Background: an optimization exercise with open tools, aiming at small area, a short achievable clock period and few clock cycles. Do not read the settings as production practice. Only simulation tests tie the RTL to the original design; equivalence was not proved. No activity file was given, so power comes from the tool's default toggle rates.

==> flow/design.v (excerpt) <==
module sdr_frame_tx (
    input  wire       clk,
    input  wire       rst,
    input  wire       in_valid,
    output wire       in_ready,
    input  wire [7:0] in_data,
    output wire       out_valid,
    input  wire       out_ready,
    output wire [7:0] out_data,
    output wire       done
);
Settings: LEC_CHECK=0, CAP_MARGIN=20, CORE_MARGIN=2, CORE_UTILIZATION=72, CTS_CLUSTER_DIAMETER=70, CTS_CLUSTER_SIZE=28, SLEW_MARGIN=20; clock period 15.0 ns.
standard.sh (not shown) runs the stock make flow with config.mk's settings and CLKGATE_MAP_FILE= SYNTH_SCRIPT=/design/flow/synth_recipe.tcl, a recipe that flattens the netlist after the stock synthesis.
==> flow/flow/run.sh <==
#!/bin/bash
# Standard layout (standard.sh's make command), with two changes that keep the
# constraints as they are:
#  - synthesis maps the logic with an area-oriented ABC script (area.abc);
#  - timing repair aims well below the 15 ns clock period (setup margin 11 ns).
set -euo pipefail
cd "$(dirname "$0")/.."
W=$(pwd)
export SETUP_SLACK_MARGIN=11
export BUFFER_PORTS_ARGS="-buffer_cell sky130_fd_sc_hd__buf_1"
export AREA_ABC_SCRIPT=$W/flow/area.abc
export FLOW_SYNTH_TCL=$W/synth_recipe.tcl
sed "s#SYNTH_SCRIPT=[^ ]*synth_recipe.tcl#SYNTH_SCRIPT=$W/flow/area_synth.tcl#" standard.sh > area_standard.sh
grep -q "SYNTH_SCRIPT=$W/flow/area_synth.tcl" area_standard.sh
bash area_standard.sh > standard_make.log 2>&1
==> flow/flow/area.abc <==
&get -n
&st
&dch
&nf -R 1000 -p
&put
==> flow/flow/area_synth.tcl <==
# The standard flow's synthesis (synth_recipe.tcl, sourced unchanged), with only the ABC
# mapping script replaced by an area-oriented one (flow/area.abc). The
# registers, their names and cell types come out as in the standard
# synthesis; only the combinational mapping differs.
proc abc {args} {
  set i [lsearch $args -script]
  if {$i >= 0} {
    set args [lreplace $args [expr {$i + 1}] [expr {$i + 1}] $::env(AREA_ABC_SCRIPT)]
  }
  yosys abc {*}$args
}
source $::env(FLOW_SYNTH_TCL)
The starting point passed the timing, design-rule and antenna checks.
Testbench counts at the start, summed over its fixed seeds: cycles 32,648.
Rerun with:
--- a/flow/flow/run.sh
+++ b/flow/flow/run.sh
@@ -9,2 +9,3 @@
 export SETUP_SLACK_MARGIN=11
+export CTS_ARGS="-sink_clustering_enable -repair_clock_nets -sink_clustering_size 28 -sink_clustering_max_diameter 70 -sink_clustering_levels 1"
 export BUFFER_PORTS_ARGS="-buffer_cell sky130_fd_sc_hd__buf_1"
- CORE_UTILIZATION: 72 -> 65
Power shrinks by 1.2%.
Core utilization shrinks by 7.4 points.
Global-route usage falls by 5.6 points.
Clock-buffer cell count does not change.
Cell area grows by 0.79%.
Worst hold slack gains 0.0049 ns.
Wire length came out lower by 12%.
Critical path depth is unchanged.
Clock power is higher by about 4%.
Die area goes up by 10%.
Worst setup slack is better by 0.0086 ns.

* * *

Another version of the RTL of sdr_frame_tx (not shown whole).
Size in the first run: about 820 cells after synthesis, about 290 flip-flops, ~23 I/O pins, about 9600 µm² of cells after synthesis.
Settings: LEC_CHECK=0, CAP_MARGIN=20, CORE_MARGIN=2, CORE_UTILIZATION=40, CTS_CLUSTER_DIAMETER=70, CTS_CLUSTER_SIZE=32, SLEW_MARGIN=20; clock period 15.0 ns.
==> flow/flow/run.sh <==
#!/bin/bash
# Standard layout, with timing repair aimed well below the 15 ns clock period
# (the constraints are unchanged; only repair_timing's setup margin grows).
set -euo pipefail
cd "$(dirname "$0")/.."
export SETUP_SLACK_MARGIN=11
bash standard.sh > standard_make.log 2>&1
The baseline went through all stages and came out clean.
Testbench counts at the start, summed over its fixed seeds: cycles 32,648.
Edit:
- CTS_CLUSTER_SIZE: 32 -> 28
Result: The changed run produced a clean layout. Count of clock-buffer cells in the layout does not change. Area after synthesis stays the same. Clock skew went up by 4.5 ps. Setup slack gets better by 4.2 ps. Wire length went up by about 0.7%. Die area stays the same. Via count went up by 0.45%.

==> what the ideal ports hide <==
Ports are ideal in the flow. The routed layouts listed here were re-timed in OpenROAD.
Step 1 (the two cells are an assumption about what drives the block):
set clk [get_ports {clk}]
set_driving_cell -lib_cell sky130_fd_sc_hd__clkbuf_16 $clk
set_driving_cell -lib_cell sky130_fd_sc_hd__buf_2 [delete_from_list [all_inputs] $clk]
Step 2, shift: input delay + t, output delay - t, t = (earliest + latest rising clock arrival at the registers) / 2. This alone moves slack from input paths to output paths.
a / b / c = no drivers / after step 1 / after step 2; a / b = the first two.
| run | t, ns | setup WS [ns] | clock arrival spread, ns | cell pins on the clock port's net |
|---|---|---|---|---|
| the first run of note 1 | 0.532 | 11.018 / 10.973 / 10.534 | 0.023 / 0.024 | 1 |
| the second run of note 1 | 0.524 | 11.027 / 10.983 / 10.539 | 0.018 / 0.018 | 1 |
| the first run of note 2 | 0.542 | 10.993 / 10.946 / 10.549 | 0.017 / 0.017 | 1 |
| the second run of note 2 | 0.544 | 10.997 / 10.951 / 10.546 | 0.021 / 0.022 | 1 |
After both steps every run listed still meets setup and hold. The setup slack of the second run of note 1, which loses most, moves by -0.044 ns with the drivers and by -0.488 ns with both steps.
